This is an optimization exercise on Yosys and OpenROAD, whose aim is small area and a short achievable clock period, not a production implementation.

==> job 4354: inputs <==
// ebd_mfc
module ebd_mfc (
    input  wire        clk,
    input  wire        rst,
    output wire        adc_req,
    output wire [1:0]  adc_ch,
    input  wire        adc_done,
    input  wire [9:0]  adc_data,
    input  wire        btn_a,
    input  wire        btn_b,
    output wire [15:0] duty_out,
    output wire        load_en,
    output wire        fan_en,
    output wire        led,
    output wire        frame_valid,
    input  wire        disp_ack,
    input  wire        host_valid,
    input  wire        host_we,
    input  wire [3:0]  host_addr,
    input  wire [31:0] host_wdata,
    output reg  [31:0] host_rdata
);
clock: 70.0 ns
lec_check: 0
cap_margin: 20
core_margin: 2
core_utilization: 40
slew_margin: 20
standard.sh (not shown) runs the stock make flow with config.mk's settings and CLKGATE_MAP_FILE= SYNTH_SCRIPT=/design/flow/synth_recipe.tcl, a recipe that flattens the netlist after the stock synthesis.
==> flow/flow/run.sh <==
#!/bin/bash
# The standard layout (the standard.sh, standard synthesis unchanged), with
# two changes to how it is made:
#  - the port buffers are buf_4 cells instead of the delay buffer buffer_ports
#    picks by default;
#  - the timing repair steps aim for a setup slack margin, so that they size
#    and buffer the longest paths instead of stopping at the 70 ns period.
# The constraints (constraint.sdc, the 70 ns clock) are the standard flow's, unchanged.
set -euo pipefail
export SETUP_SLACK_MARGIN=54.8
export BUFFER_PORTS_ARGS="-buffer_cell sky130_fd_sc_hd__buf_4"
bash standard.sh > standard.log 2>&1
==> job 4331 (differences from job 4354) <==
==> flow/flow/run.sh (replaced) <==
#!/bin/bash
# The standard layout (the standard.sh, standard synthesis unchanged), with
# two changes to how it is made:
#  - the port buffers are buf_4 cells instead of the delay buffer buffer_ports
#    picks by default;
#  - the timing repair steps aim for a setup slack margin, so that they size
#    and buffer the longest paths instead of stopping at the 70 ns period.
# The constraints (constraint.sdc, the 70 ns clock) are the standard flow's, unchanged.
set -euo pipefail
export SETUP_SLACK_MARGIN=55.0
export CTS_CLUSTER_SIZE=24
export BUFFER_PORTS_ARGS="-buffer_cell sky130_fd_sc_hd__buf_4"
bash standard.sh > standard.log 2>&1
==> job 4137 (differences from job 4354) <==
--- a/flow/design.v
+++ b/flow/design.v
@@ -1,33 +1,36 @@
 module ebd_sampler (
     input  wire        clk,
     input  wire        rst,
     input  wire        wr_en,      
     input  wire [9:0]  wr_data,    
     input  wire [2:0]  phase,      
     output reg  [3:0]  cursor,
-    output reg  [13:0] acc0,       
-    output reg  [13:0] acc1,
-    output reg  [13:0] acc2,
+    output wire [13:0] acc_sh,     
+    output wire [13:0] acc_lg,
+    output wire [13:0] acc_hg,
     output wire [13:0] acc_true,   
     output wire        p0,         
-    output wire        p1,
-    output wire        p2
+    output wire        p1
 );
     reg [359:0] ring;
     reg         full;       
     reg [9:0]   d_r;        
     reg         pend_r;     
+    reg [13:0]  acc0, acc1, acc2;
     assign p0 = pend_r & (phase == 3'd1);
     assign p1 = pend_r & (phase == 3'd2);
-    assign p2 = pend_r & (phase == 3'd3);
+    wire p2 = pend_r & (phase == 3'd3);
     wire [9:0]  old_val = full ? ring[359:350] : 10'd0;
     wire [13:0] acc_cur = (phase == 3'd1) ? acc0 : (phase == 3'd2) ? acc1 : acc2;
     assign acc_true = acc_cur - {4'd0, old_val} + {4'd0, d_r};
+    assign acc_sh = p0 ? acc_true : acc0;
+    assign acc_lg = p1 ? acc_true : acc1;
+    assign acc_hg = p2 ? acc_true : acc2;
     always @(posedge clk) begin
         d_r <= wr_data;
         if (pend_r)
             ring <= {ring[349:0], d_r};
     end
     always @(posedge clk) begin
         if (rst) begin
             pend_r <= 1'b0;
@@ -995,18 +998,18 @@
     reg [1:0]         disp_mode_r;
     reg               last_ok_r;
     reg               pend_a_r;
     reg               pend_b_r;
     reg signed [31:0] target_r;
     reg signed [31:0] lvcut_r;
     reg               fan_r;
     wire [3:0]  cursor;
-    wire [13:0] acc0, acc1, acc2, acc_true;
-    wire        p0, p1, p2;
+    wire [13:0] acc_sh, acc_lg, acc_hg, acc_true;
+    wire        p0, p1;
     wire sampling  = (phase <= 3'd2);
     wire sample_ok = sampling & adc_done;
     wire advance   = sampling ? adc_done :
                      (phase == PH_HANDOFF) ? disp_ack : 1'b1;
     wire [2:0] phase_next = advance ? phase + 3'd1 : phase;
     reg        adc_req_r;
     reg        frame_valid_r;
     reg        load_en_r;
@@ -1015,23 +1018,22 @@
     assign frame_valid = frame_valid_r;
     ebd_sampler u_sampler (
         .clk      (clk),
         .rst      (rst),
         .wr_en    (sample_ok),
         .wr_data  (adc_data),
         .phase    (phase),
         .cursor   (cursor),
-        .acc0     (acc0),
-        .acc1     (acc1),
-        .acc2     (acc2),
+        .acc_sh   (acc_sh),
+        .acc_lg   (acc_lg),
+        .acc_hg   (acc_hg),
         .acc_true (acc_true),
         .p0       (p0),
-        .p1       (p1),
-        .p2       (p2)
+        .p1       (p1)
     );
     wire [9:0]  m_sh;
     wire [15:0] d_voltage;
     wire        d_hg;
     ebd_deriver u_deriver (
         .clk      (clk),
         .acc_true (acc_true),
         .p0       (p0),
@@ -1047,21 +1049,18 @@
     wire [12:0] unit_a  = derive ? 13'd4883 : current_r;
     wire [14:0] unit_b  = derive ? {5'd0, m_sh} : v_mag;
     wire [27:0] unit_u;
     wire [16:0] unit_q;
     ebd_unit u_unit (.a(unit_a), .b(unit_b), .u(unit_u), .q(unit_q));
     wire [8:0]  qn        = 9'd0 - {1'b0, unit_q[7:0]};
     wire [17:0] power_now = v_neg ? {{9{qn[8]}}, qn} : {1'b0, unit_q};
     wire        power_hi  = ~v_neg & (unit_u >= 28'd2501000);    
-    reg  [17:0] power_r;
-    always @(posedge clk)
-        if (!derive)
-            power_r <= power_now;
-    wire [17:0] power     = derive ? power_r : power_now;
+    reg  [17:0] power_r;    
+    wire [17:0] power     = (phase == PH_PROTECT) ? power_now : power_r;
     reg [1:0]  mp_mode;
     reg [1:0]  mp_disp;
     reg        mp_last_ok;
     reg        mp_force_off;
     always @(*) begin
         mp_mode      = mode_r;
         mp_disp      = disp_mode_r;
         mp_last_ok   = last_ok_r;
@@ -1082,29 +1081,23 @@
             if (mp_mode == M_OFF) begin
                 mp_disp      = mp_disp + 2'd1;
             end else if (mp_mode == M_LVC) begin
                 mp_mode      = M_OFF;
                 mp_last_ok   = 1'b1;
             end
         end
     end
+    wire signed [31:0] cur_s = {19'd0, current_r};
     wire signed [31:0] vol_s = {{16{voltage_r[15]}}, voltage_r};
-    wire        t_neg  = target_r[31];
-    wire        t_big  = ~t_neg & (|target_r[30:13]);           
-    wire        t_fit  = ~t_neg & ~(|target_r[30:13]);          
-    wire        cur_lt = t_big | (t_fit & (current_r < target_r[12:0]));
-    wire        cur_gt = t_neg | (t_fit & (current_r > target_r[12:0]));
-    wire        l_pos  = ~lvcut_r[31] & (|lvcut_r[30:15]);      
-    wire        l_fit  = (lvcut_r[31:15] == 17'd0) | (lvcut_r[31:15] == 17'h1ffff);
-    wire        vol_lt = l_pos | (l_fit & ($signed(voltage_r) < $signed(lvcut_r[15:0])));
     always @(posedge clk) begin
         if (rst) begin
             phase       <= 3'd0;
             current_r   <= 13'd0;
+            power_r     <= 18'd0;
             voltage_r   <= 16'd0;
             hg_r        <= 1'b0;
             duty_r      <= DUTY_OFF;
             mode_r      <= M_OFF;
             disp_mode_r <= 2'd0;
             last_ok_r   <= 1'b0;
             pend_a_r    <= 1'b0;
             pend_b_r    <= 1'b0;
@@ -1123,35 +1116,36 @@
             case (phase)
                 PH_DERIVE: begin
                     current_r <= unit_q[12:0];
                     voltage_r <= d_voltage;
                     hg_r      <= d_hg;
                 end
                 PH_PROTECT: begin
                     fan_r   <= power_hi;
+                    power_r <= power_now;
                 end
                 PH_MODE: begin
                     mode_r      <= mp_mode;
                     load_en_r   <= (mp_mode == M_ON);
                     disp_mode_r <= mp_disp;
                     last_ok_r   <= mp_last_ok;
                     if (mp_force_off)
                         duty_r <= DUTY_OFF;
                 end
                 PH_REGULATE: begin
                     if (mode_r == M_ON) begin
-                        if (vol_lt) begin
+                        if (vol_s < lvcut_r) begin
                             duty_r    <= DUTY_OFF;
                             mode_r    <= M_LVC;
                             load_en_r <= 1'b0;
                             last_ok_r <= 1'b1;
-                        end else if (cur_lt && duty_r > DUTY_MIN) begin
+                        end else if (cur_s < target_r && duty_r > DUTY_MIN) begin
                             duty_r <= duty_r - 11'd1;
-                        end else if (cur_gt && duty_r < DUTY_MAX) begin
+                        end else if (cur_s > target_r && duty_r < DUTY_MAX) begin
                             duty_r <= duty_r + 11'd1;
                         end
                     end
                 end
                 default: ;
             endcase
             if (host_valid && host_we) begin
                 case (host_addr)
@@ -1159,30 +1153,33 @@
                     4'h2: lvcut_r  <= host_wdata;
                     default: ;
                 endcase
             end
         end
     end
     wire [31:0] status = {18'd0, phase, pend_b_r, pend_a_r, last_ok_r, 1'b1,
                           load_en_r, fan_r, hg_r, disp_mode_r, mode_r};
-    wire [15:0] rd_sel = 16'd1 << host_addr;
-    wire [31:0] rd_mux = ({32{rd_sel[0]}}  & status)
-                       | ({32{rd_sel[1]}}  & target_r)
-                       | ({32{rd_sel[2]}}  & lvcut_r)
-                       | ({32{rd_sel[3]}}  & {21'd0, duty_r})
-                       | ({32{rd_sel[4]}}  & {19'd0, current_r})
-                       | ({32{rd_sel[5]}}  & vol_s)
-                       | ({32{rd_sel[6]}}  & {{14{power[17]}}, power})
-                       | ({32{rd_sel[7]}}  & {28'd0, cursor})
-                       | ({32{rd_sel[8]  & ~p0}} & {18'd0, acc0})
-                       | ({32{rd_sel[9]  & ~p1}} & {18'd0, acc1})
-                       | ({32{rd_sel[10] & ~p2}} & {18'd0, acc2})
-                       | ({32{rd_sel[8] & p0 | rd_sel[9] & p1 | rd_sel[10] & p2}}
-                          & {18'd0, acc_true});
+    reg  [31:0] rd_mux;
+    always @(*) begin
+        case (host_addr)
+            4'h0: rd_mux = status;
+            4'h1: rd_mux = target_r;
+            4'h2: rd_mux = lvcut_r;
+            4'h3: rd_mux = {21'd0, duty_r};
+            4'h4: rd_mux = {19'd0, current_r};
+            4'h5: rd_mux = vol_s;
+            4'h6: rd_mux = {{14{power[17]}}, power};
+            4'h7: rd_mux = {28'd0, cursor};
+            4'h8: rd_mux = {18'd0, acc_sh};
+            4'h9: rd_mux = {18'd0, acc_lg};
+            4'hA: rd_mux = {18'd0, acc_hg};
+            default: rd_mux = 32'd0;
+        endcase
+    end
     always @(posedge clk) begin
         if (rst)
             host_rdata <= 32'd0;
         else if (host_valid && !host_we)
             host_rdata <= rd_mux;
     end
     assign duty_out = {5'd0, duty_r};
     assign load_en  = load_en_r;
==> results.ini <==
[drt]
wl_met2_um = 44700

[worst_setup_path]
end_kind = output port
arrival_ns = 1.23
path_cells = buf_6
timing.critical_path.to = host_rdata[2]

[global_routing]
antenna_found_initial = 2

[finish]
multi_input_area_um2 = 20100
drive_above_1_share = 0.106
layout.cells.non_filler = 5035

[outcome]
run_status = finished clean

[die]
die_w_um = 313

[clock_tree]
cts_setup_buffers = 14

That was job 4354.
==> results.ini <==
[global_routing]
antenna_found_initial = 0

[worst_setup_path]
critPathLaunch = host_addr[2]
timing.critical_path.to = host_rdata[11]$_SDFFE_PP0P_
arrival_ns = 15.71
end_kind = register
path_cells = buf_12 -> or2_4 -> buf_8 -> nor3_4 -> buf_6 -> a222oi_1 -> nand2_1 -> a221o_1 -> a21oi_2 -> o31ai_1 -> a22o_1

[die]
die_w_um = 316

[clock_tree]
cts_setup_buffers = 15

[drt]
wl_met2_um = 47500

[outcome]
run_status = finished clean

[finish]
drive_above_1_share = 0.112

That was job 4137.
==> results.ini <==
[worst_setup_path]
timing.critical_path.to = host_rdata[2]

[drt]
wl_met2_um = 45500

[die]
die_w_um = 313

[clock_tree]
cts_setup_buffers = 29

[finish]
layout.cells.non_filler = 5072
multi_input_area_um2 = 20200

[outcome]
run_status = finished clean

That was job 4331.
No functional check of the RTL was part of any run of this note.

-- separate check: timing with driven ports --
How much do the figures lean on ideal ports? The routed layouts below were timed once more, with nothing changed but the port constraints. Step 1 assumes that a clkbuf_16 drives the clock port and a buf_2 every other input. Step 2 also shifts input and output timing later by t, the mid clock arrival at the registers, as if the neighbouring blocks saw the same clock. a / b / c = ideal / step 1 / step 2; a / b = the first two.
| run | t (ns) | setup WS [ns] | worst setup path after step 2 | latest minus earliest clock arrival (ns) | slew at the worst register clock pin (ns) |
|---|---|---|---|---|---|
| job 4354 | 0.678 | 54.768 / 54.702 / 54.109 | input to register | 0.085 / 0.085 | 0.07 / 0.07 |
| job 4331 | 0.688 | 54.775 / 54.711 / 54.159 | input to register | 0.056 / 0.057 | 0.07 / 0.07 |
| job 4137 | 0.679 | 54.780 / 54.732 / 54.077 | input to register | 0.057 / 0.057 | 0.08 / 0.08 |
After both steps every run listed still meets setup and hold. The setup slack of job 4137, which loses most, moves by -0.048 ns with the drivers and by -0.703 ns with both steps.
